What follows belongs to an exercise in optimizing a design on an open flow for small area, a short achievable clock period and few clock cycles per item; a production flow would make more cautious choices. No functional check of the RTL was part of any run shown here.

## flow/design.v (module list and top-level ports; edited modules follow where they fit)
// module ntsc_palette: 25 lines
// module ntsc_cand: 1055 lines
// module ntsc_palk: 73 lines
// module ntsc_pack: 526 lines
// module ntsc_unpack: 110 lines
// module ntsc_csc: 116 lines
module ntsc_csc (
    input  wire        clk,
    input  wire        rst,
    input  wire        in_valid,
    output wire        in_ready,
    input  wire [1:0]  in_op,
    input  wire [31:0] in_data,
    output wire        out_valid,
    input  wire        out_ready,
    output wire [31:0] out_data,
    output wire        out_err
);
  // ...
==> flow/run.sh <==
#!/bin/bash
# synth_recipe.tcl (not shown) runs the flow's synth.tcl, then flattens the netlist and writes it again
# the make line also repeats each setting of config.mk as NAME=value (left out here)
make -C /OpenROAD-flow-scripts/flow DESIGN_CONFIG=/design/flow/config.mk WORK_HOME=/design/flow/orfs CLKGATE_MAP_FILE= SYNTH_SCRIPT=/design/flow/synth_recipe.tcl finish
==> flow/config.mk <==
export PLATFORM = sky130hd
export DESIGN_NAME = ntsc_csc
export DESIGN_NICKNAME = ntsc_csc
export VERILOG_FILES = /design/flow/design.v
export SDC_FILE = /design/flow/constraint.sdc
export NUM_CORES = 4
export LEC_CHECK = 0
export CAP_MARGIN = 20
export CORE_MARGIN = 2
export CORE_UTILIZATION = 40
export SLEW_MARGIN = 20
==> flow/constraint.sdc <==
create_clock -name core_clock -period 10.5 [get_ports {clk}]
set_input_delay 2.1000 -clock core_clock [delete_from_list [all_inputs] [get_ports {clk}]]
set_output_delay 2.1000 -clock core_clock [all_outputs]
set_load 0.01 [all_outputs]
==> results.py, run 1 <==
metrics = {
    "grt": {
        "grt_overflow": 0,
        "grt_pass1_wl_um": 196200,
        "grt.busiest_layer": "met2",
        "met2_usage_pct": 65.92,
        "antenna_found_initial": 15,
        "grt_max_degree": 114,
    },
    "timing": {
        "setup_violations": 1,
        "skew_ns": 0.04396,
        "worst_pin_slew_ns": 1.137,
        "setup_slack_ns": -0.02779,
    },
    "job": {
        "maxCapViolCount": 0,
    },
    "run_status": {
        "outcome": "complete, but fails checks",
        "violations": "setup timing",
    },
    "placement": {
        "dpl.hpwl_um": 113800,
        "preCtsSetupSlack_ns": -0.9405,
        "placed_cells": 4489,
    },
    "clock_network": {
        "cts_tree": "yes",
    },
    "layout": {
        "fin_util_pct": 59.12,
        "seq_share_pct": 11.24,
    },
    "worst_setup_path": {
        "cp_top_family": "adder cells",
        "reg2reg_depth": 44,
    },
    "synthesis": {
        "synth_edf_count": 97,
        "yosys_warnings": 6,
        "ys_top_cells_by_count": "nand2_1, inv_1, nor2_1",
        "synthAdderAreaFrac_pct": 17.25,
    },
    "floorplan": {
        "die_w_um": 242.6,
        "die_height_um": 242.6,
        "core_area_sq_mm": 0.05628,
    },
    "routing": {
        "post-route-drc-count": 0,
    },
    "min_path": {
        "hold_path_class": "reg2reg",
    },
}
==> module ntsc_palk, before the edit <==
module ntsc_palk (
    input  wire [5:0]  index,
    output reg  [14:0] k
);
    always @(*) begin
        case (index)
            6'd0: k = 15'd5766;
            6'd1: k = 15'd7938;
            6'd2: k = 15'd4418;
            6'd3: k = 15'd5196;
            6'd4: k = 15'd4916;
            6'd5: k = 15'd3656;
            6'd6: k = 15'd3560;
            6'd7: k = 15'd2362;
            6'd8: k = 15'd1088;
            6'd9: k = 15'd1800;
            6'd10: k = 15'd1352;
            6'd11: k = 15'd968;
            6'd12: k = 15'd1480;
            6'd13: k = 15'd0;
            6'd14: k = 15'd0;
            6'd15: k = 15'd0;
            6'd16: k = 15'd13254;
            6'd17: k = 15'd9488;
            6'd18: k = 15'd8656;
            6'd19: k = 15'd9868;
            6'd20: k = 15'd11034;
            6'd21: k = 15'd7466;
            6'd22: k = 15'd8080;
            6'd23: k = 15'd7588;
            6'd24: k = 15'd5620;
            6'd25: k = 15'd4232;
            6'd26: k = 15'd3528;
            6'd27: k = 15'd4106;
            6'd28: k = 15'd4624;
            6'd29: k = 15'd0;
            6'd30: k = 15'd0;
            6'd31: k = 15'd0;
            6'd32: k = 15'd23064;
            6'd33: k = 15'd12806;
            6'd34: k = 15'd11602;
            6'd35: k = 15'd12376;
            6'd36: k = 15'd17176;
            6'd37: k = 15'd11544;
            6'd38: k = 15'd10456;
            6'd39: k = 15'd11716;
            6'd40: k = 15'd11920;
            6'd41: k = 15'd11992;
            6'd42: k = 15'd7682;
            6'd43: k = 15'd11544;
            6'd44: k = 15'd12560;
            6'd45: k = 15'd5400;
            6'd46: k = 15'd0;
            6'd47: k = 15'd0;
            6'd48: k = 15'd23814;
            6'd49: k = 15'd17798;
            6'd50: k = 15'd16152;
            6'd51: k = 15'd17752;
            6'd52: k = 15'd19608;
            6'd53: k = 15'd15658;
            6'd54: k = 15'd16480;
            6'd55: k = 15'd17738;
            6'd56: k = 15'd15320;
            6'd57: k = 15'd15320;
            6'd58: k = 15'd16152;
            6'd59: k = 15'd17752;
            6'd60: k = 15'd15876;
            6'd61: k = 15'd21208;
            6'd62: k = 15'd0;
            default: k = 15'd0;
        endcase
    end
endmodule
==> module ntsc_csc, before the edit <==
module ntsc_csc (
    input  wire        clk,
    input  wire        rst,
    input  wire        in_valid,
    output wire        in_ready,
    input  wire [1:0]  in_op,
    input  wire [31:0] in_data,
    output wire        out_valid,
    input  wire        out_ready,
    output wire [31:0] out_data,
    output wire        out_err
);
    localparam OP_DECODE = 2'd0;
    localparam OP_ENCODE = 2'd1;
    localparam OP_PACK   = 2'd2;
    localparam OP_UNPACK = 2'd3;
    reg         ov;
    wire        adv = !ov | out_ready;
    reg         v1;
    reg  [1:0]  op1;
    reg  [23:0] d1;
    reg         e1;
    reg  [2:0]  step;
    wire [6:0]  cand;
    ntsc_cand u_cand (.col(d1), .step(step), .o(cand));
    wire        enc1  = (op1 == OP_ENCODE);
    wire        done1 = !v1 | !enc1 | cand[6];
    assign in_ready = adv & done1;
    always @(posedge clk) begin
        if (rst) begin
            v1   <= 1'b0;
            step <= 3'd0;
        end else if (adv) begin
            if (done1) begin
                v1   <= in_valid;
                step <= 3'd0;
            end else begin
                step <= step + 3'd1;
            end
        end
    end
    always @(posedge clk) begin
        if (adv & done1) begin
            op1 <= in_op;
            d1  <= in_data[23:0];
            e1  <= |in_data[31:6];
        end
    end
    wire [5:0]  pidx = enc1 ? cand[5:0] : d1[5:0];
    wire [23:0] prgb;
    wire [14:0] pk;
    ntsc_palette u_pal (.index(pidx), .rgb(prgb));
    ntsc_palk    u_pk  (.index(pidx), .k(pk));
    wire [15:0] dot = d1[23:16] * prgb[23:18] + d1[15:8] * prgb[15:10] + d1[7:0] * prgb[7:2];
    wire [16:0] score = {2'b00, pk} - {1'b0, dot};
    wire [15:0] packed565;
    wire [23:0] unpacked;
    ntsc_pack   u_pack   (.c(d1), .w(packed565));
    ntsc_unpack u_unpack (.w(d1[15:0]), .c(unpacked));
    reg  [23:0] r1;
    always @(*) begin
        case (op1)
            OP_DECODE: r1 = e1 ? 24'd0 : prgb;
            OP_ENCODE: r1 = {1'b0, pidx, score};
            OP_PACK:   r1 = {8'd0, packed565};
            default:   r1 = unpacked;
        endcase
    end
    reg         v2;
    reg         enc2, first2, last2, err2;
    reg  [23:0] d2;
    always @(posedge clk) begin
        if (rst) begin
            v2 <= 1'b0;
        end else if (adv) begin
            v2 <= v1;
        end
    end
    always @(posedge clk) begin
        if (adv) begin
            enc2   <= enc1;
            first2 <= (step == 3'd0);
            last2  <= cand[6];
            err2   <= e1 & (op1 == OP_DECODE);
            d2     <= r1;
        end
    end
    reg  [23:0] od;
    reg         oe;
    reg  [16:0] best;
    wire        better = first2 | ($signed(d2[16:0]) < $signed(best));
    always @(posedge clk) begin
        if (rst) begin
            ov <= 1'b0;
        end else if (adv) begin
            ov <= v2 & (!enc2 | last2);
        end
    end
    always @(posedge clk) begin
        if (adv & v2) begin
            if (enc2) begin
                oe <= 1'b0;
                if (better) begin
                    best <= d2[16:0];
                    od   <= {18'd0, d2[22:17]};
                end
            end else begin
                oe <= err2;
                od <= d2;
            end
        end
    end
    assign out_valid = ov;
    assign out_data  = {8'd0, od};
    assign out_err   = oe;
endmodule
==> inputs of run 2 (changes only) <==
--- a/flow/design.v
+++ b/flow/design.v
@@ -1080,74 +1080,74 @@
 endmodule
 module ntsc_palk (
     input  wire [5:0]  index,
-    output reg  [14:0] k
+    output reg  [16:0] k
 );
     always @(*) begin
         case (index)
-            6'd0: k = 15'd5766;
-            6'd1: k = 15'd7938;
-            6'd2: k = 15'd4418;
-            6'd3: k = 15'd5196;
-            6'd4: k = 15'd4916;
-            6'd5: k = 15'd3656;
-            6'd6: k = 15'd3560;
-            6'd7: k = 15'd2362;
-            6'd8: k = 15'd1088;
-            6'd9: k = 15'd1800;
-            6'd10: k = 15'd1352;
-            6'd11: k = 15'd968;
-            6'd12: k = 15'd1480;
-            6'd13: k = 15'd0;
-            6'd14: k = 15'd0;
-            6'd15: k = 15'd0;
-            6'd16: k = 15'd13254;
-            6'd17: k = 15'd9488;
-            6'd18: k = 15'd8656;
-            6'd19: k = 15'd9868;
-            6'd20: k = 15'd11034;
-            6'd21: k = 15'd7466;
-            6'd22: k = 15'd8080;
-            6'd23: k = 15'd7588;
-            6'd24: k = 15'd5620;
-            6'd25: k = 15'd4232;
-            6'd26: k = 15'd3528;
-            6'd27: k = 15'd4106;
-            6'd28: k = 15'd4624;
-            6'd29: k = 15'd0;
-            6'd30: k = 15'd0;
-            6'd31: k = 15'd0;
-            6'd32: k = 15'd23064;
-            6'd33: k = 15'd12806;
-            6'd34: k = 15'd11602;
-            6'd35: k = 15'd12376;
-            6'd36: k = 15'd17176;
-            6'd37: k = 15'd11544;
-            6'd38: k = 15'd10456;
-            6'd39: k = 15'd11716;
-            6'd40: k = 15'd11920;
-            6'd41: k = 15'd11992;
-            6'd42: k = 15'd7682;
-            6'd43: k = 15'd11544;
-            6'd44: k = 15'd12560;
-            6'd45: k = 15'd5400;
-            6'd46: k = 15'd0;
-            6'd47: k = 15'd0;
-            6'd48: k = 15'd23814;
-            6'd49: k = 15'd17798;
-            6'd50: k = 15'd16152;
-            6'd51: k = 15'd17752;
-            6'd52: k = 15'd19608;
-            6'd53: k = 15'd15658;
-            6'd54: k = 15'd16480;
-            6'd55: k = 15'd17738;
-            6'd56: k = 15'd15320;
-            6'd57: k = 15'd15320;
-            6'd58: k = 15'd16152;
-            6'd59: k = 15'd17752;
-            6'd60: k = 15'd15876;
-            6'd61: k = 15'd21208;
-            6'd62: k = 15'd0;
-            default: k = 15'd0;
+            6'd0: k = 17'd125306;
+            6'd1: k = 17'd123134;
+            6'd2: k = 17'd126654;
+            6'd3: k = 17'd125876;
+            6'd4: k = 17'd126156;
+            6'd5: k = 17'd127416;
+            6'd6: k = 17'd127512;
+            6'd7: k = 17'd128710;
+            6'd8: k = 17'd129984;
+            6'd9: k = 17'd129272;
+            6'd10: k = 17'd129720;
+            6'd11: k = 17'd130104;
+            6'd12: k = 17'd129592;
+            6'd13: k = 17'd0;
+            6'd14: k = 17'd0;
+            6'd15: k = 17'd0;
+            6'd16: k = 17'd117818;
+            6'd17: k = 17'd121584;
+            6'd18: k = 17'd122416;
+            6'd19: k = 17'd121204;
+            6'd20: k = 17'd120038;
+            6'd21: k = 17'd123606;
+            6'd22: k = 17'd122992;
+            6'd23: k = 17'd123484;
+            6'd24: k = 17'd125452;
+            6'd25: k = 17'd126840;
+            6'd26: k = 17'd127544;
+            6'd27: k = 17'd126966;
+            6'd28: k = 17'd126448;
+            6'd29: k = 17'd0;
+            6'd30: k = 17'd0;
+            6'd31: k = 17'd0;
+            6'd32: k = 17'd108008;
+            6'd33: k = 17'd118266;
+            6'd34: k = 17'd119470;
+            6'd35: k = 17'd118696;
+            6'd36: k = 17'd113896;
+            6'd37: k = 17'd119528;
+            6'd38: k = 17'd120616;
+            6'd39: k = 17'd119356;
+            6'd40: k = 17'd119152;
+            6'd41: k = 17'd119080;
+            6'd42: k = 17'd123390;
+            6'd43: k = 17'd119528;
+            6'd44: k = 17'd118512;
+            6'd45: k = 17'd125672;
+            6'd46: k = 17'd0;
+            6'd47: k = 17'd0;
+            6'd48: k = 17'd107258;
+            6'd49: k = 17'd113274;
+            6'd50: k = 17'd114920;
+            6'd51: k = 17'd113320;
+            6'd52: k = 17'd111464;
+            6'd53: k = 17'd115414;
+            6'd54: k = 17'd114592;
+            6'd55: k = 17'd113334;
+            6'd56: k = 17'd115752;
+            6'd57: k = 17'd115752;
+            6'd58: k = 17'd114920;
+            6'd59: k = 17'd113320;
+            6'd60: k = 17'd115196;
+            6'd61: k = 17'd109864;
+            6'd62: k = 17'd0;
+            default: k = 17'd0;
         endcase
     end
 endmodule
@@ -1803,45 +1803,72 @@
     localparam OP_ENCODE = 2'd1;
     localparam OP_PACK   = 2'd2;
     localparam OP_UNPACK = 2'd3;
-    reg         ov;
-    wire        adv = !ov | out_ready;
+    reg         qa_v, qb_v;
+    reg  [23:0] qa_d, qb_d;
+    reg         qa_e, qb_e;
+    wire        adv = !qb_v;
+    reg         v0;
+    reg  [1:0]  op0;
+    reg  [23:0] d0;
+    reg         e0;
     reg         v1;
     reg  [1:0]  op1;
     reg  [23:0] d1;
     reg         e1;
-    reg  [2:0]  step;
+    reg  [2:0]  step1;
+    reg  [5:0]  idx1;
+    reg         first1, last1;
+    wire        done1 = !v1 | last1;
+    wire        take0 = adv & done1;
+    assign in_ready = adv & (!v0 | done1);
+    always @(posedge clk) begin
+        if (rst) begin
+            v0 <= 1'b0;
+        end else if (in_ready) begin
+            v0 <= in_valid;
+        end
+    end
+    always @(posedge clk) begin
+        if (in_ready) begin
+            op0 <= in_op;
+            d0  <= in_data[23:0];
+            e0  <= |in_data[31:6];
+        end
+    end
+    wire [23:0] ccol  = done1 ? d0 : d1;
+    wire [2:0]  cstep = done1 ? 3'd0 : step1;
     wire [6:0]  cand;
-    ntsc_cand u_cand (.col(d1), .step(step), .o(cand));
-    wire        enc1  = (op1 == OP_ENCODE);
-    wire        done1 = !v1 | !enc1 | cand[6];
-    assign in_ready = adv & done1;
+    ntsc_cand u_cand (.col(ccol), .step(cstep), .o(cand));
     always @(posedge clk) begin
         if (rst) begin
-            v1   <= 1'b0;
-            step <= 3'd0;
-        end else if (adv) begin
-            if (done1) begin
-                v1   <= in_valid;
-                step <= 3'd0;
-            end else begin
-                step <= step + 3'd1;
-            end
+            v1 <= 1'b0;
+        end else if (take0) begin
+            v1 <= v0;
         end
     end
     always @(posedge clk) begin
-        if (adv & done1) begin
-            op1 <= in_op;
-            d1  <= in_data[23:0];
-            e1  <= |in_data[31:6];
+        if (adv) begin
+            if (done1) begin
+                op1    <= op0;
+                d1     <= d0;
+                e1     <= e0;
+                step1  <= 3'd1;
+                first1 <= 1'b1;
+                idx1   <= (op0 == OP_ENCODE) ? cand[5:0] : d0[5:0];
+                last1  <= (op0 == OP_ENCODE) ? cand[6] : 1'b1;
+            end else begin
+                step1  <= step1 + 3'd1;
+                first1 <= 1'b0;
+                idx1   <= cand[5:0];
+                last1  <= cand[6];
+            end
         end
     end
-    wire [5:0]  pidx = enc1 ? cand[5:0] : d1[5:0];
     wire [23:0] prgb;
-    wire [14:0] pk;
-    ntsc_palette u_pal (.index(pidx), .rgb(prgb));
-    ntsc_palk    u_pk  (.index(pidx), .k(pk));
-    wire [15:0] dot = d1[23:16] * prgb[23:18] + d1[15:8] * prgb[15:10] + d1[7:0] * prgb[7:2];
-    wire [16:0] score = {2'b00, pk} - {1'b0, dot};
+    wire [16:0] pk;
+    ntsc_palette u_pal (.index(idx1), .rgb(prgb));
+    ntsc_palk    u_pk  (.index(idx1), .k(pk));
+    wire [16:0] score = d1[23:16] * prgb[23:18] + d1[15:8] * prgb[15:10] + d1[7:0] * prgb[7:2] + pk;
     wire [15:0] packed565;
     wire [23:0] unpacked;
     ntsc_pack   u_pack   (.c(d1), .w(packed565));
@@ -1850,7 +1877,7 @@
     always @(*) begin
         case (op1)
             OP_DECODE: r1 = e1 ? 24'd0 : prgb;
-            OP_ENCODE: r1 = {1'b0, pidx, score};
+            OP_ENCODE: r1 = {1'b0, idx1, score};
             OP_PACK:   r1 = {8'd0, packed565};
             default:   r1 = unpacked;
         endcase
@@ -1867,39 +1894,46 @@
     end
     always @(posedge clk) begin
         if (adv) begin
-            enc2   <= enc1;
-            first2 <= (step == 3'd0);
-            last2  <= cand[6];
+            enc2   <= (op1 == OP_ENCODE);
+            first2 <= first1;
+            last2  <= last1;
             err2   <= e1 & (op1 == OP_DECODE);
             d2     <= r1;
         end
     end
-    reg  [23:0] od;
-    reg         oe;
     reg  [16:0] best;
-    wire        better = first2 | ($signed(d2[16:0]) < $signed(best));
+    reg  [5:0]  bidx;
+    wire        better = first2 | ($signed(d2[16:0]) > $signed(best));
+    always @(posedge clk) begin
+        if (adv & v2 & enc2 & better) begin
+            best <= d2[16:0];
+            bidx <= d2[22:17];
+        end
+    end
+    wire        push   = adv & v2 & (!enc2 | last2);
+    wire [23:0] push_d = enc2 ? {18'd0, better ? d2[22:17] : bidx} : d2;
+    wire        push_e = !enc2 & err2;
+    wire        pop    = qa_v & out_ready;
     always @(posedge clk) begin
         if (rst) begin
-            ov <= 1'b0;
-        end else if (adv) begin
-            ov <= v2 & (!enc2 | last2);
+            qa_v <= 1'b0;
+            qb_v <= 1'b0;
+        end else begin
+            qa_v <= qb_v | push | (qa_v & !out_ready);
+            qb_v <= qa_v & !out_ready & (qb_v | push);
         end
     end
     always @(posedge clk) begin
-        if (adv & v2) begin
-            if (enc2) begin
-                oe <= 1'b0;
-                if (better) begin
-                    best <= d2[16:0];
-                    od   <= {18'd0, d2[22:17]};
-                end
-            end else begin
-                oe <= err2;
-                od <= d2;
-            end
+        if (!qa_v | out_ready) begin
+            qa_d <= qb_v ? qb_d : push_d;
+            qa_e <= qb_v ? qb_e : push_e;
+        end
+        if (!qb_v) begin
+            qb_d <= push_d;
+            qb_e <= push_e;
         end
     end
-    assign out_valid = ov;
-    assign out_data  = {8'd0, od};
-    assign out_err   = oe;
+    assign out_valid = qa_v;
+    assign out_data  = {8'd0, qa_d};
+    assign out_err   = qa_e;
 endmodule
==> results.py, run 2 <==
metrics = {
    "run_status": {
        "outcome": "finished clean",
    },
    "layout": {
        "most-common-layout-cells": "nand2_1, inv_1, a21oi_1",
        "drive_gt1_share_pct": 10.55,
        "seq_area_sq_mm": 0.006197,
        "final.fill_count": 6379,
        "final_common_cell": "nand2_1",
        "final_nets": 3306,
        "syn_to_final_growth_pct": 9.486,
        "fin_util_pct": 44.01,
        "multi_input_area_sq_mm": 0.01753,
    },
    "timing": {
        "whs_ns": 0.4229,
        "setup_slack_ns": 2.289,
        "rsz0062_at_grt": "no",
        "fin_crit_sh_pct": 78.20,
        "hold_viol": 0,
        "skew_ns": 0.02255,
        "setup_violations": 0,
        "fmax_mhz": 121.8,
        "worst_pin_slew_ns": 1.199,
        "slew_headroom_pct": 19.39,
        "finalSetupTns_ns": 0,
        "drv_slew": 0,
        "period_needed_ns": 8.211,
    },
    "clock_network": {
        "cts_htree_levels": 1,
        "root_buffer": "clkbuf_16",
        "numCtsBuffers": 29,
        "cts_tree": "yes",
        "insertion_delay_ns": 0.59,
        "cts_sinks": 239,
        "post_cts_buffers": 0,
        "cts_buffer_depth": 3,
        "cts.clk_slew.worst_paths_ns": 0.06,
        "cts_hold_buffers": 0,
        "ctsResizeCount": 0,
    },
    "synthesis": {
        "synth-async-reset-ratio_pct": 0,
        "synth-seq-area-share_pct": 24.04,
        "ys_types": 116,
        "synth.most_common_cell": "nand2_1",
        "synthCells": 3066,
        "synthTopCellsByArea": "edfxtp_1, fa_1, dfxtp_1",
        "synth_top_area_share_pct": 16.43,
        "yosys_warnings": 6,
        "syn_area_sq_mm": 0.02577,
        "synth.avg_cell_area_sq_um": 8.406,
        "synth_top_cell_by_area": "edfxtp_1",
        "synth_edf_count": 141,
        "ys_top_cells_by_count": "nand2_1, inv_1, a21oi_1",
        "ys.flop_type": "edfxtp_1",
        "ys_ff_latch": 239,
    },
    "routing": {
        "post-route-drc-count": 0,
        "antenna_left": 0,
        "drt_wl_total_um": 129500,
        "dr.pass1.iters": 8,
        "wl_per_cell_um": 33.04,
        "drt_iter0_drc": 3753,
        "via_count": 26560,
        "routed_via_density": 6.776,
    },
    "floorplan": {
        "initial_utilization_pct": 40.20,
        "die_height_um": 257.8,
        "rows": 93,
        "die-area_sq_mm": 0.06648,
        "io_pins": 73,
        "core_area_sq_mm": 0.06412,
        "die_w_um": 257.8,
    },
    "worst_setup_path": {
        "worstPathRequired_ns": 11.01,
        "crit_type": "reg2reg",
        "slowest_stage": "mux2i_4",
        "crit_path_max_incr_delay_ns": 0.91,
        "endpoint_kind": "flip-flop",
        "cp_max_fo": 38,
        "worstPathArrival_ns": 8.72,
        "path_cells": "nor2b_4 -> inv_4 -> buf_4 -> mux2i_4 -> inv_2 -> o21ai_1 -> a31o_2 -> a21oi_1 -> a2111oi_0 -> a32oi_1 -> a211oi_1 -> o32ai_1 -> o21ai_2 -> buf_4 -> inv_1 -> ha_1 -> nor3_1 -> o21ai_0 -> a32o_1 -> nor3_1",
        "setup.worst_path.start_class": "flip-flop",
    },
    "grt": {
        "grt.busiest_layer": "met2",
        "use_met1_pct": 51.92,
        "grtUsageMet3_pct": 8.490,
        "antenna_found_initial": 6,
        "grt_pass1_wl_um": 184200,
        "met2_usage_pct": 56.03,
        "grt_util_all_layers_pct": 37.77,
        "grt_pass1_vias": 25100,
        "grt_max_degree": 54,
        "grt_overflow": 0,
    },
    "placement": {
        "dpl.hpwl_um": 98730,
        "preCtsSetupSlack_ns": 2.683,
        "routabilityCongestion": 1.039,
        "numPortBuffers": 64,
    },
    "job": {
        "maxCapViolCount": 0,
    },
    "min_path": {
        "hold_path_class": "reg2reg",
    },
}
[run 2: changes by cell type in the layout (fill, tap and decap cells not counted), moves of 32 or more]
cell,change
and2_1,+39
mux2i_1,+41
nand2_1,+47
nor2b_1,-35
dfxtp_1,+58
edfxtp_1,+44
buf_4,-870
inv_1,+32
[run 2: final timing paths]
| kind | startpoint | end | slack (ns) | cells after the start |
|---|---|---|---|---|
| setup / recovery | last1 | pk[7] | 2.29 | 20 |
| hold / removal | first1 | first2 | 0.42 | 0 |
| setup reg to reg | last1 | pk[7] | 2.29 | 20 |
| hold reg to reg | first1 | first2 | 0.42 | 0 |
[run 2: metrics by stage]
stage | cell area, sq um | std cells
2_1_floorplan | 25800 | 3073
3_3_place_gp | 27220 | 3865
3_5_place_dp | 27230 | 3865
4_1_cts | 28200 | 3917
5_1_grt | 28210 | 3917
6_report | 28220 | 3920
[run 2: final cells by class]
type | instances | area share (%)
well taps | 855 | 3.791
clock buffers | 35 | 2.687
repair buffers | 162 | 4.877
diodes | 3 | 0.02660
flip-flops and latches | 239 | 21.96
inverters | 284 | 3.787
clock inverters | 17 | 0.7538
multi-input cells | 2325 | 62.12
[run 2: worst max-delay path: cells and delay by family, from the launching register on]
kind	cells	cell delay, ns
AND/OR/NAND/NOR	3	0.83
flip-flops	1	0.86
buffers and inverters	5	1.93
multiplexers	1	0.91
adder cells (fa/ha/maj)	1	0.47
AO/OA/AOI/OAI	10	3.04
[run 2: logic make-up after synthesis]
| family | count (synthesis) | share of synthesized area (%) |
|---|---|---|
| AO/OA/AOI/OAI | 1087 | 29.86 |
| XOR/XNOR | 23 | 0.7816 |
| adder cells (fa/ha/maj) | 229 | 14.86 |
| buffers and inverters | 509 | 8.505 |
| flip-flops | 239 | 24.04 |
| multiplexers | 132 | 5.928 |
| other | 1 | 0.01455 |
| AND/OR/NAND/NOR | 846 | 16.02 |
[run 2: per-layer routing]
metal	vias to the layer above	part of all wire [%]
li1	11260	-
met1	13100	41
met2	1808	42
met5	-	0.033
met3	382	11
met4	6	5.8

## separate check: timing with driven ports
The flow's constraints put no driver on any port. The routed layouts listed below were extracted and timed again, unchanged, in two steps.
Step 1, drivers: a clkbuf_16 drives clk and a buf_2 each remaining input, both assumed.
Step 2 moves the port delays by t, midway between the first and last clock arrival at a register: inputs arrive t later, outputs are due t later. That takes back most of the time a late clock gives input paths.
Slacks: ideal / step 1 / step 2; pairs: ideal / step 1.
run	t (ns)	setup slack, ns	hold slack, ns	worst setup path at the end
run 1	0.535	-0.028 / -0.028 / -0.028	0.482 / 0.482 / 0.482	register to register
run 2	0.647	2.289 / 2.289 / 2.289	0.423 / 0.423 / 0.423	register to register
